Background: an optimization exercise with open tools, aiming at a short achievable clock period and few clock cycles per item. Do not read the settings as production practice.
In this exercise RTL edits were held to simulation tests only and were not proved equivalent to the original.

<file path="config.mk">
export PLATFORM = sky130hd
export DESIGN_NAME = sicb_xcode
export DESIGN_NICKNAME = sicb_xcode
export VERILOG_FILES = /design/flow/design.v
export SDC_FILE = /design/flow/constraint.sdc
export NUM_CORES = 4
export LEC_CHECK = 0
export CAP_MARGIN = 20
export CORE_MARGIN = 2
export CORE_UTILIZATION = 40
export SLEW_MARGIN = 20
</file>
<file path="constraint.sdc">
create_clock -name core_clock -period 15.0 [get_ports {clk}]
set_input_delay 3.0000 -clock core_clock [delete_from_list [all_inputs] [get_ports {clk}]]
set_output_delay 3.0000 -clock core_clock [all_outputs]
set_load 0.01 [all_outputs]
</file>
<file path="run.sh">
#!/bin/bash
# synth_recipe.tcl (not shown) runs the flow's synth.tcl, then flattens the netlist and writes it again
# the make line also repeats each setting of config.mk as NAME=value (left out here)
make -C /OpenROAD-flow-scripts/flow DESIGN_CONFIG=/design/flow/config.mk WORK_HOME=/design/flow/orfs CLKGATE_MAP_FILE= SYNTH_SCRIPT=/design/flow/synth_recipe.tcl finish
</file>
<file path="design.v">
module sicb_xcode #(
    parameter [31:0] SRC_SIZE = 32'h0000_4000,
    parameter [31:0] SCN_SIZE = 32'h0000_3000
) (
    input             clk,
    input             rst,
    input             reg_we,
    input             reg_re,
    input      [9:0]  reg_addr,     
    input      [31:0] reg_wdata,
    output reg [31:0] reg_rdata,
    output            busy,
    output            src_req,
    output     [11:0] src_waddr,    
    input             src_gnt,
    input             src_rvalid,
    input      [31:0] src_rdata,
    output            scn_req,
    output     [11:0] scn_waddr,    
    output     [31:0] scn_wdata,
    output     [3:0]  scn_be,
    input             scn_gnt
);
    localparam [9:0] A_VERSION = 10'h000;
    localparam [9:0] A_CMD     = 10'h001;
    localparam [9:0] A_STATUS  = 10'h002;
    localparam [9:0] A_ARG0    = 10'h003;
    localparam [9:0] A_SCN_LEN = 10'h006;
    localparam [9:0] A_ERR_CMD = 10'h00B;
    localparam [9:0] A_PIXOFF  = 10'h014;
    localparam [9:0] A_WIDTH   = 10'h016;
    localparam [9:0] A_HEIGHT  = 10'h017;
    localparam [9:0] A_BPP     = 10'h019;
    localparam [9:0] A_DBYTES  = 10'h020;
    localparam [9:0] A_STRIDE  = 10'h021;
    localparam [3:0] E_IO      = 4'd7;
    localparam [3:0] E_SEQ     = 4'd8;
    localparam [3:0] E_ILLEGAL = 4'd9;
    localparam [3:0] E_RANGE   = 4'd10;
    localparam [1:0] S_IDLE  = 2'd0;
    localparam [1:0] S_CHK1  = 2'd1;    
    localparam [1:0] S_CHK2  = 2'd2;    
    localparam [1:0] S_RUN   = 2'd3;
    reg [1:0]  state;
    reg        busy_r;
    reg        is_row;        
    reg [31:0] arg0;
    reg [15:0] pixoff, width, height;
    reg [4:0]  bpp;
    reg        err;
    reg [3:0]  errcode;
    reg [31:0] err_cmd;
    assign busy = busy_r;
    wire we_arg0 = reg_we && reg_addr == A_ARG0;
    wire we_pix  = reg_we && reg_addr == A_PIXOFF;
    wire we_w    = reg_we && reg_addr == A_WIDTH;
    wire we_h    = reg_we && reg_addr == A_HEIGHT;
    wire we_b    = reg_we && reg_addr == A_BPP;
    wire we_cmd  = reg_we && reg_addr == A_CMD && !busy_r;
    wire w_nop   = reg_wdata == 32'h0000_0000;
    wire w_reset = reg_wdata == 32'h0000_0001;
    wire w_xrow  = reg_wdata == 32'h0000_0020;
    wire w_xall  = reg_wdata == 32'h0000_0021;
    wire cmd_reset = we_cmd && w_reset;
    wire cmd_xfer  = we_cmd && !err && (w_xrow || w_xall);
    wire cmd_ill   = we_cmd && !err && !(w_nop || w_reset || w_xrow || w_xall);
    wire [20:0] wbits   = width * bpp;
    wire [17:0] dbytes  = (wbits + 21'd7) >> 3;
    wire [17:0] stride  = ((wbits + 21'd31) >> 5) << 2;
    reg        wr_h, wr_w, wr_b;
    reg [17:0] p_rowlen;      
    reg [20:0] p_hb;          
    reg [31:0] p_hw;          
    reg [31:0] len_r;         
    wire [2:0]  lowwb   = width[2:0] * bpp[2:0];
    wire [2:0]  cfix    = 3'd0 - lowwb;
    wire [3:0]  cfix8   = {1'b1, cfix};
    wire [31:0] len_h   = height * p_rowlen;
    wire [34:0] len_w8  = width * p_hb + height * cfix8;
    wire [34:0] len_b8  = bpp * p_hw + height * cfix8;
    wire [31:0] len_cur = wr_h ? len_h :
                          wr_w ? len_w8[34:3] :
                          wr_b ? len_b8[34:3] : len_r;
    reg [20:0] s1_wb;
    reg [17:0] s1_rowlen;
    reg [17:0] s2_db;
    reg [15:0] s2_sw;         
    reg [17:0] s2_rowlen;
    reg [33:0] s2_hsw;        
    reg [33:0] s2_len;        
    reg [33:0] s2_xoff;       
    reg [33:0] s2_xsw;        
    reg [13:0] s2_nw;         
    reg [13:0] s2_nc;         
    reg [2:0]  s2_lastn;      
    reg [1:0]  s2_advl;       
    wire [15:0] s1_sw  = s1_wb[20:5] + {15'd0, s1_wb[4:0] != 5'd0};
    wire [17:0] s1_db  = s1_wb[20:3] + {17'd0, s1_wb[2:0] != 3'd0};
    wire        bpp_ok   = (bpp == 5'd1) || (bpp == 5'd2) || (bpp == 5'd4) ||
                           (bpp == 5'd8) || (bpp == 5'd24);
    wire [35:0] arr_end  = {20'd0, pixoff} + {s2_hsw, 2'b00};
    wire        hdr_ok   = (width != 16'd0) && (height != 16'd0) && bpp_ok &&
                           (arr_end <= {4'd0, SRC_SIZE});
    wire        row_rng  = arg0 < {16'd0, height};
    wire [34:0] xrow_end = {1'b0, s2_xoff} + {17'd0, s2_rowlen};
    wire        row_io   = xrow_end <= {3'd0, SCN_SIZE};
    wire        all_io   = s2_len <= {2'd0, SCN_SIZE};
    wire [13:0] a0_all   = arr_end[13:0] - {s2_sw[11:0], 2'b00};
    wire [13:0] a0_row   = arr_end[13:0] - {s2_xsw[11:0], 2'b00};
    wire [13:0] a0       = is_row ? a0_row : a0_all;
    wire        chk_fail = !hdr_ok || (is_row ? (!row_rng || !row_io) : !all_io);
    wire [3:0]  chk_code = !hdr_ok ? E_SEQ : (is_row && !row_rng) ? E_RANGE : E_IO;
    localparam DEPTH = 8;
    reg [13:0] nw, nc;
    reg [2:0]  lastn;
    reg [1:0]  advl;
    reg [11:0] swd;           
    reg        is24;
    reg [3:0]  sel0 [0:3];    
    reg [3:0]  sel1 [0:3];
    reg [3:0]  sel2 [0:3];
    reg        rd_on;
    reg        rq;
    reg [11:0] ra;            
    reg [11:0] rs;            
    reg [13:0] rwl;           
    reg [15:0] rrows;         
    reg [3:0]  space;         
    assign src_req   = rq;
    assign src_waddr = ra;
    reg [31:0] buf_w [0:DEPTH-1];
    reg [2:0]  wp, rp;
    reg [3:0]  cnt;           
    reg        ch_on;
    reg [13:0] cwl;           
    reg [13:0] ccl;           
    reg        cfirst;        
    reg [15:0] crows;
    reg [3:0]  csel [0:3];    
    reg [3:0]  cnx1 [0:3];
    reg [3:0]  cnx2 [0:3];
    reg        k_v;
    reg [31:0] k_d;
    reg [2:0]  k_n;
    reg        k_last;
    reg [1:0]  pq;
    reg [31:0] pacc;
    reg [3:0]  pmask;
    reg [11:0] pw;
    reg        pflush;
    reg        o_v;
    reg [11:0] o_a;
    reg [31:0] o_d;
    reg [3:0]  o_be;
    reg        o_last;
    assign scn_req   = o_v;
    assign scn_waddr = o_a;
    assign scn_wdata = o_d;
    assign scn_be    = o_be;
    wire o_rdy  = !o_v || scn_gnt;
    wire p_take = o_rdy && !pflush && k_v;
    wire k_rdy  = !k_v || p_take;
    wire [2:0]  rpm1 = rp - 3'd1;
    wire [2:0]  rpp1 = rp + 3'd1;
    wire [95:0] win  = {buf_w[rpp1], buf_w[rp], buf_w[rpm1]};
    wire [1:0]  need = (cwl >= 14'd2) ? 2'd2 : cwl[1:0];
    wire        clast = (ccl == 14'd0);
    wire        c_go  = ch_on && k_rdy && ({2'b00, need} <= cnt);
    wire [1:0]  adv   = c_go ? (clast ? advl : 2'd1) : 2'd0;
    wire [7:0]  cb0 = cfirst ? 8'd0 : win[8*csel[0] +: 8];
    wire [7:0]  cb1 = win[8*csel[1] +: 8];
    wire [7:0]  cb2 = win[8*csel[2] +: 8];
    wire [7:0]  cb3 = win[8*csel[3] +: 8];
    wire r_take = rq && src_gnt;
    wire [3:0] space_n = space - {3'd0, r_take} + {2'd0, adv};
    wire [31:0] k_rot = (pq == 2'd0) ? k_d :
                        (pq == 2'd1) ? {k_d[23:0], k_d[31:24]} :
                        (pq == 2'd2) ? {k_d[15:0], k_d[31:16]} :
                                       {k_d[7:0],  k_d[31:8]};
    wire [3:0]  m_lo  = (pq == 2'd0) ? 4'b0000 :
                        (pq == 2'd1) ? 4'b0001 :
                        (pq == 2'd2) ? 4'b0011 : 4'b0111;
    wire [2:0]  p_tot = {1'b0, pq} + k_n;
    wire [3:0]  m_new = ~m_lo & ((p_tot >= 3'd4) ? 4'b1111 :
                                 (p_tot == 3'd3) ? 4'b0111 :
                                 (p_tot == 3'd2) ? 4'b0011 : 4'b0001);
    wire [3:0]  m_ovf = (p_tot == 3'd7) ? 4'b0111 :
                        (p_tot == 3'd6) ? 4'b0011 :
                        (p_tot == 3'd5) ? 4'b0001 : 4'b0000;
    wire [31:0] merged = {m_lo[3] ? pacc[31:24] : k_rot[31:24],
                          m_lo[2] ? pacc[23:16] : k_rot[23:16],
                          m_lo[1] ? pacc[15:8]  : k_rot[15:8],
                          m_lo[0] ? pacc[7:0]   : k_rot[7:0]};
    integer j;
    function [3:0] selv(input [1:0] off, input t24, input [1:0] ph, input [1:0] lane);
        reg [3:0] m;
        begin
            m = ({2'b00, ph} + {2'b00, lane} + 4'd2) % 4'd3;
            if (t24) selv = {2'b00, off} + {2'b00, lane} + 4'd5 - {m[2:0], 1'b0};
            else     selv = {2'b00, off} + {2'b00, lane} + 4'd3;
        end
    endfunction
    always @(posedge clk) begin
        if (rst) begin
            state    <= S_IDLE;
            busy_r   <= 1'b0;
            is_row   <= 1'b0;
            arg0     <= 32'd0;
            pixoff   <= 16'd0;
            width    <= 16'd0;
            height   <= 16'd0;
            bpp      <= 5'd0;
            err      <= 1'b0;
            errcode  <= 4'd0;
            err_cmd  <= 32'd0;
            wr_h     <= 1'b0;
            wr_w     <= 1'b0;
            wr_b     <= 1'b0;
            len_r    <= 32'd0;
            rd_on    <= 1'b0;
            rq       <= 1'b0;
            ch_on    <= 1'b0;
            k_v      <= 1'b0;
            pflush   <= 1'b0;
            o_v      <= 1'b0;
            o_last   <= 1'b0;
            wp       <= 3'd0;
            rp       <= 3'd0;
            cnt      <= 4'd0;
            space    <= DEPTH - 1;
        end else begin
            wr_h  <= we_h;
            wr_w  <= we_w;
            wr_b  <= we_b;
            len_r <= len_cur;
            if (we_arg0) arg0   <= reg_wdata;
            if (we_pix)  pixoff <= reg_wdata[15:0];
            if (we_w)    width  <= reg_wdata[15:0];
            if (we_h)    height <= reg_wdata[15:0];
            if (we_b)    bpp    <= reg_wdata[4:0];
            if (cmd_reset) begin
                arg0    <= 32'd0;
                pixoff  <= 16'd0;
                width   <= 16'd0;
                height  <= 16'd0;
                bpp     <= 5'd0;
                err     <= 1'b0;
                errcode <= 4'd0;
                err_cmd <= 32'd0;
                wr_h    <= 1'b0;
                wr_w    <= 1'b0;
                wr_b    <= 1'b0;
                len_r   <= 32'd0;
            end
            if (cmd_ill) begin
                err     <= 1'b1;
                errcode <= E_ILLEGAL;
                err_cmd <= reg_wdata;
            end
            case (state)
                S_IDLE: begin
                    if (cmd_xfer) begin
                        state   <= S_CHK1;
                        busy_r  <= 1'b1;
                        is_row  <= w_xrow;
                    end
                end
                S_CHK1: state <= S_CHK2;
                S_CHK2: begin
                    if (chk_fail) begin
                        err     <= 1'b1;
                        errcode <= chk_code;
                        err_cmd <= is_row ? 32'h0000_0020 : 32'h0000_0021;
                        state   <= S_IDLE;
                        busy_r  <= 1'b0;
                    end else begin
                        state  <= S_RUN;
                        nw     <= s2_nw;
                        nc     <= s2_nc;
                        lastn  <= s2_lastn;
                        advl   <= s2_advl;
                        swd    <= s2_sw[11:0];
                        is24   <= (bpp == 5'd24);
                        for (j = 0; j < 4; j = j + 1) begin
                            sel0[j] <= selv(pixoff[1:0], bpp == 5'd24, 2'd0, j[1:0]);
                            sel1[j] <= selv(pixoff[1:0], bpp == 5'd24, 2'd1, j[1:0]);
                            sel2[j] <= selv(pixoff[1:0], bpp == 5'd24, 2'd2, j[1:0]);
                            csel[j] <= selv(pixoff[1:0], bpp == 5'd24, 2'd0, j[1:0]);
                            cnx1[j] <= selv(pixoff[1:0], bpp == 5'd24, 2'd1, j[1:0]);
                            cnx2[j] <= selv(pixoff[1:0], bpp == 5'd24, 2'd2, j[1:0]);
                        end
                        rd_on  <= 1'b1;
                        rq     <= 1'b1;
                        ra     <= a0[13:2];
                        rs     <= a0[13:2];
                        rwl    <= s2_nw;
                        rrows  <= is_row ? 16'd1 : height;
                        ch_on  <= 1'b1;
                        cwl    <= s2_nw;
                        ccl    <= s2_nc - 14'd1;
                        cfirst <= 1'b1;
                        crows  <= is_row ? 16'd1 : height;
                        pq     <= is_row ? s2_xoff[1:0] : 2'd0;
                        pw     <= is_row ? s2_xoff[13:2] : 12'd0;
                        pmask  <= 4'd0;
                    end
                end
                S_RUN: begin
                    if (o_v && o_last && scn_gnt) begin
                        state  <= S_IDLE;
                        busy_r <= 1'b0;
                    end
                end
                default: state <= S_IDLE;
            endcase
            space <= space_n;
            if (rd_on) begin
                if (r_take) begin
                    if (rwl == 14'd1) begin
                        rs    <= rs - swd;
                        ra    <= rs - swd;
                        rwl   <= nw;
                        rrows <= rrows - 16'd1;
                        if (rrows == 16'd1) rd_on <= 1'b0;
                    end else begin
                        ra  <= ra + 12'd1;
                        rwl <= rwl - 14'd1;
                    end
                end
                rq <= !(r_take && rwl == 14'd1 && rrows == 16'd1) && (space_n != 4'd0);
            end
            if (src_rvalid) begin
                buf_w[wp] <= src_rdata;
                wp <= wp + 3'd1;
            end
            cnt <= cnt + {3'd0, src_rvalid} - {2'd0, adv};
            rp  <= rp + {1'b0, adv};
            if (k_rdy) k_v <= 1'b0;
            if (c_go) begin
                k_v    <= 1'b1;
                k_d    <= {cb3, cb2, cb1, cb0};
                k_n    <= clast ? lastn : 3'd4;
                k_last <= clast && crows == 16'd1;
                if (clast) begin
                    cwl    <= nw;
                    ccl    <= nc - 14'd1;
                    cfirst <= 1'b1;
                    crows  <= crows - 16'd1;
                    if (crows == 16'd1) ch_on <= 1'b0;
                    for (j = 0; j < 4; j = j + 1) begin
                        csel[j] <= sel0[j];
                        cnx1[j] <= sel1[j];
                        cnx2[j] <= sel2[j];
                    end
                end else begin
                    cwl    <= cwl - 14'd1;
                    ccl    <= ccl - 14'd1;
                    cfirst <= 1'b0;
                    for (j = 0; j < 4; j = j + 1) begin
                        csel[j] <= cnx1[j];
                        cnx1[j] <= cnx2[j];
                        cnx2[j] <= csel[j];
                    end
                end
            end
            if (o_rdy) o_v <= 1'b0;
            if (o_rdy && pflush) begin
                o_v    <= 1'b1;
                o_a    <= pw;
                o_d    <= pacc;
                o_be   <= pmask;
                o_last <= 1'b1;
                pflush <= 1'b0;
            end else if (p_take) begin
                if (p_tot >= 3'd4) begin
                    o_v    <= 1'b1;
                    o_a    <= pw;
                    o_d    <= merged;
                    o_be   <= pmask | ~m_lo;
                    o_last <= k_last && (p_tot == 3'd4);
                    pw     <= pw + 12'd1;
                    pacc   <= k_rot;
                    pmask  <= m_ovf;
                    pq     <= p_tot[1:0];
                    pflush <= k_last && (p_tot != 3'd4);
                end else begin
                    pacc   <= merged;
                    pmask  <= pmask | m_new;
                    pq     <= p_tot[1:0];
                    if (k_last) begin
                        o_v    <= 1'b1;
                        o_a    <= pw;
                        o_d    <= merged;
                        o_be   <= pmask | m_new;
                        o_last <= 1'b1;
                    end
                end
            end
        end
    end
    always @(posedge clk) begin
        p_rowlen  <= (wbits + 21'd15) >> 3;
        p_hb      <= height * bpp;
        p_hw      <= height * width;
        s1_wb     <= wbits;
        s1_rowlen <= (wbits + 21'd15) >> 3;
        s2_db     <= s1_db;
        s2_sw     <= s1_sw;
        s2_rowlen <= s1_rowlen;
        s2_hsw    <= height * s1_wb[20:5] + (s1_wb[4:0] != 5'd0 ? {18'd0, height} : 34'd0);
        s2_len    <= height * s1_rowlen;
        s2_xoff   <= arg0[15:0] * s1_rowlen;
        s2_xsw    <= arg0[15:0] * s1_sw + s1_sw;
        s2_nw     <= ({12'd0, pixoff[1:0]} + s1_db[13:0] + 14'd3) >> 2;
        s2_nc     <= (s1_db[13:0] + 14'd4) >> 2;
        s2_lastn  <= {1'b0, s1_db[1:0]} + 3'd1;
        s2_advl   <= ((({12'd0, pixoff[1:0]} + s1_db[13:0] + 14'd3) >> 2) + 14'd1 - ((s1_db[13:0] + 14'd4) >> 2));
    end
    always @(posedge clk) begin
        if (rst) begin
            reg_rdata <= 32'd0;
        end else if (reg_re) begin
            case (reg_addr)
                A_VERSION: reg_rdata <= 32'h0000_0007;
                A_STATUS:  reg_rdata <= {24'd0, errcode, 2'b00, err, 1'b0};
                A_ARG0:    reg_rdata <= arg0;
                A_SCN_LEN: reg_rdata <= len_cur;
                A_ERR_CMD: reg_rdata <= err_cmd;
                A_PIXOFF:  reg_rdata <= {16'd0, pixoff};
                A_WIDTH:   reg_rdata <= {16'd0, width};
                A_HEIGHT:  reg_rdata <= {16'd0, height};
                A_BPP:     reg_rdata <= {27'd0, bpp};
                A_DBYTES:  reg_rdata <= {14'd0, dbytes};
                A_STRIDE:  reg_rdata <= {14'd0, stride};
                default:   reg_rdata <= 32'd0;
            endcase
        end
    end
endmodule
</file>
==> results_dict.tcl <==
set metrics [dict create \
    run_status "complete, no violations" \
    setup_viol 0 \
    critPathMaxFanout 45 \
    synth.area.mux_share_pct 7.819 \
    post-place-cells 15520 \
    crit_path_start_kind "flip-flop" \
    period_share_pct 76.25 \
    cts_setup_buffers 0 \
    synth.distinct_cells 97 \
    wl_per_cell_um 22.39 \
    num-nets-final 14180 \
    synth_flop_cell "edfxtp_1" \
    synth_fa_ha_area_share_pct 33.03 \
    path_delay_family "compound AO/OA/AOI/OAI gates" \
    insertion_delay_ns 0.84 \
    port_buffers 175 \
    io-pin-count 176 \
    grt_pass1_vias 88550 \
    ys_async_sr_fraction_pct 0 \
    critPathMaxStageDelay_ns 0.98 \
    critical_path_buf_inv_count 4 \
    min_period_ns 11.44 \
    coreArea_um2 288100 \
    cts_max_level 4 \
    setup_ws_ns 3.563 \
    grt.overflow.total 0 \
    cp_common_cell "fa_1" \
    cts_tree "done" \
    mappedNetlistArea_um2 115900 \
    clock_path_buffers 4 \
    cts_resized 0 \
    yosysSeqAreaShare_pct 24.08 \
    finalHoldViolations 0 \
    drive_above_1_share_pct 7.237 \
    netlist_instances 12080 \
    globalplace.congestion 0.9681 \
    via_count 87440 \
    fp.dieW_um 542.3 \
    grt_max_degree 152 \
    maxSlewViolCount 0 \
    synthXorXnorAreaFrac_pct 3.392 \
    pre_cts_ws_ns 3.815 \
    cts_inserted_buffers 138 \
    postCtsHoldBufs 0 \
    clock_skew_ns 0.07093 \
    cts.sinks 1089 \
    postRouteWirelength_mm 352.8 \
    final_util_pct 43.66 \
    synth_top_family_by_area "adder cells" \
    ant_nets 0 \
    maxCapViolCount 0 \
    yosys.area.top_type_share_pct 24.23 \
    grt_setup_unrepaired "false" \
    final_cells 15760 \
    min_path_type "flip-flop to flip-flop" \
    yosys-top-cells-count "nand2_1, inv_1, fa_1" \
    clk_pin_slew_ns 0.06 \
    rows 197 \
    die_height_um 542.3 \
    yosysWarnings 7 \
    fillers 27700 \
    vias_per_cell 5.549 \
    yosysMostFrequentCell "nand2_1" \
    firstDrtPassIters 9 \
    crit_arrival_ns 12.10 \
    slew_headroom_pct 22.51 \
    synth_edf_count 611 \
    critPathRequiredTime_ns 15.67 \
    tightest_slew_ns 1.162 \
    power_density_nw_per_um2 53.29 \
    grt_use_total_pct 24.10 \
    crit_path_top_delay_cell "dfxtp_2" \
    power_leakage_nw 51.68 \
    clockRootBuffer "clkbuf_16" \
    die_area_um2 294100 \
    drt_iter0_markers 7553 \
    grt_pass1_wl_mm 544.0 \
    dp_hpwl_mm 256.5 \
    synthSimpleGateAreaFrac_pct 15.37 \
    synth_compound_area_share_pct 8.516 \
    p_total_mw 6.704 \
    ys_seq_elements 1089 \
    critPathCaptureType "flip-flop" \
    post-route-drc-count 0 \
    synth_nets 14380 \
    synthTopCellsByArea "fa_1, edfxtp_1, ha_1" \
    crit_type "flip-flop to flip-flop" \
    fin_setup_tns_ns 0 \
    synth_top_cell_by_area "fa_1" \
    area_delta_synth_final_pct 8.528 \
    syn_area_per_cell_um2 9.599 \
    antenna_found_initial 23 \
    ir_drop_mv 0.08755 \
    start_util_pct 40.23 \
    clock.fmax_ghz 0.08744 \
]
==> through the flow <==
step | hold slack [ns] | area, um2
after floorplan | 0.3759 | 115900
after global placement | 0.3864 | 121400
after detailed placement | 0.3947 | 121400
after CTS | 0.4079 | 125700
after global routing | 0.4081 | 125800
final | 0.4067 | 125800
==> layer usage <==
layer	track usage, %	part of all wire (%)
met3	4.827	8.5
met5	0	0.020
met1	32.26	42
met4	10.55	4.9
met2	37.80	45
==> kinds of logic (layout without fill, tap and decap cells) <==
group,after synthesis,in the layout
compound gates,1570,1570
simple gates,3819,3819
fa+ha+maj,2218,2218
flops,1089,1089
xor+xnor,449,449
buf+inv,2395,2286
mux,536,536
other cells,0,9
==> sequential cells by signal, summed over array words and instances (netlist names), 33 cells and up <==
name / count
buf_w: 256
s2_len: 34
s2_xoff: 34
s2_hsw: 33
==> cells in the final DEF, fill, tap and decap left out, types with 170 or more instances in the layout <==
cell,netlist,final
xnor2_1,309,306
nor2_1,435,422
dfxtp_1,478,436
clkdlybuf4s50_1,0,174
o21ai_0,308,307
mux2i_1,172,172
mux4_2,288,288
and2_1,678,677
ha_1,815,814
buf_4,7,170
inv_1,1704,1703
edfxtp_1,611,611
nand2_1,1923,1922
nand3_1,180,180
fa_1,1403,1403
a21oi_1,518,515
==> layout make-up <==
| type | instances | area (um2) | area share [%] |
|---|---|---|---|
| Timing Repair Buffer | 348 | 3082 | 2.450 |
| Sequential cell | 1089 | 27980 | 22.24 |
| Clock buffer | 180 | 3774 | 3.000 |
| Multi-Input combinational cell | 8592 | 79220 | 62.97 |
| Clock inverter | 51 | 590.6 | 0.4694 |
| Inverter | 1707 | 6410 | 5.095 |
| Tap cell | 3781 | 4731 | 3.760 |
| Antenna cell | 9 | 22.52 | 0.01790 |
==> path summary, 6_finish.rpt <==
| kind | from | endpoint | slack, ns | cells after the start |
|---|---|---|---|---|
| max | width[0] | reg_rdata[30] | 3.56 | 37 |
| min | s2_lastn[1] | lastn[1] | 0.41 | 0 |
| max reg2reg | width[0] | reg_rdata[30] | 3.56 | 37 |
| min reg2reg | s2_lastn[1] | lastn[1] | 0.41 | 0 |
==> report_power, final <==
group | switching, mW | internal (mW)
clock network | 1.35 | 1.96
logic | 0.123 | 0.0805
registers | 0.0208 | 3.17
Testbench counts, summed over its fixed seeds: cycles 66,283, bytes 229,390.

## what the ideal ports hide
The flow's constraints put no driver on any port. The routed layout listed below was extracted and timed again, unchanged, in two steps.
Step 1 (the two cells are an assumption about what drives the block):
set clk [get_ports {clk}]
set_driving_cell -lib_cell sky130_fd_sc_hd__clkbuf_16 $clk
set_driving_cell -lib_cell sky130_fd_sc_hd__buf_2 [delete_from_list [all_inputs] $clk]
Step 2 also shifts input and output timing later by t, the mid clock arrival at the registers, as if the neighbouring blocks saw the same clock.
a / b / c = ideal ports / drivers / drivers and shift; a / b = the first two.
shift t [ns]: 0.899
slack for setup (ns): 3.563 / 3.563 / 3.563
latest minus earliest clock arrival (ns): 0.087 / 0.087
slew at the worst register clock pin (ns): 0.08 / 0.08
worst slew at a driven data input, ns: 0.29
After both steps setup and hold are still met in this run. The setup slack of this run moves by 0.000 ns with the drivers and by 0.000 ns with both steps.
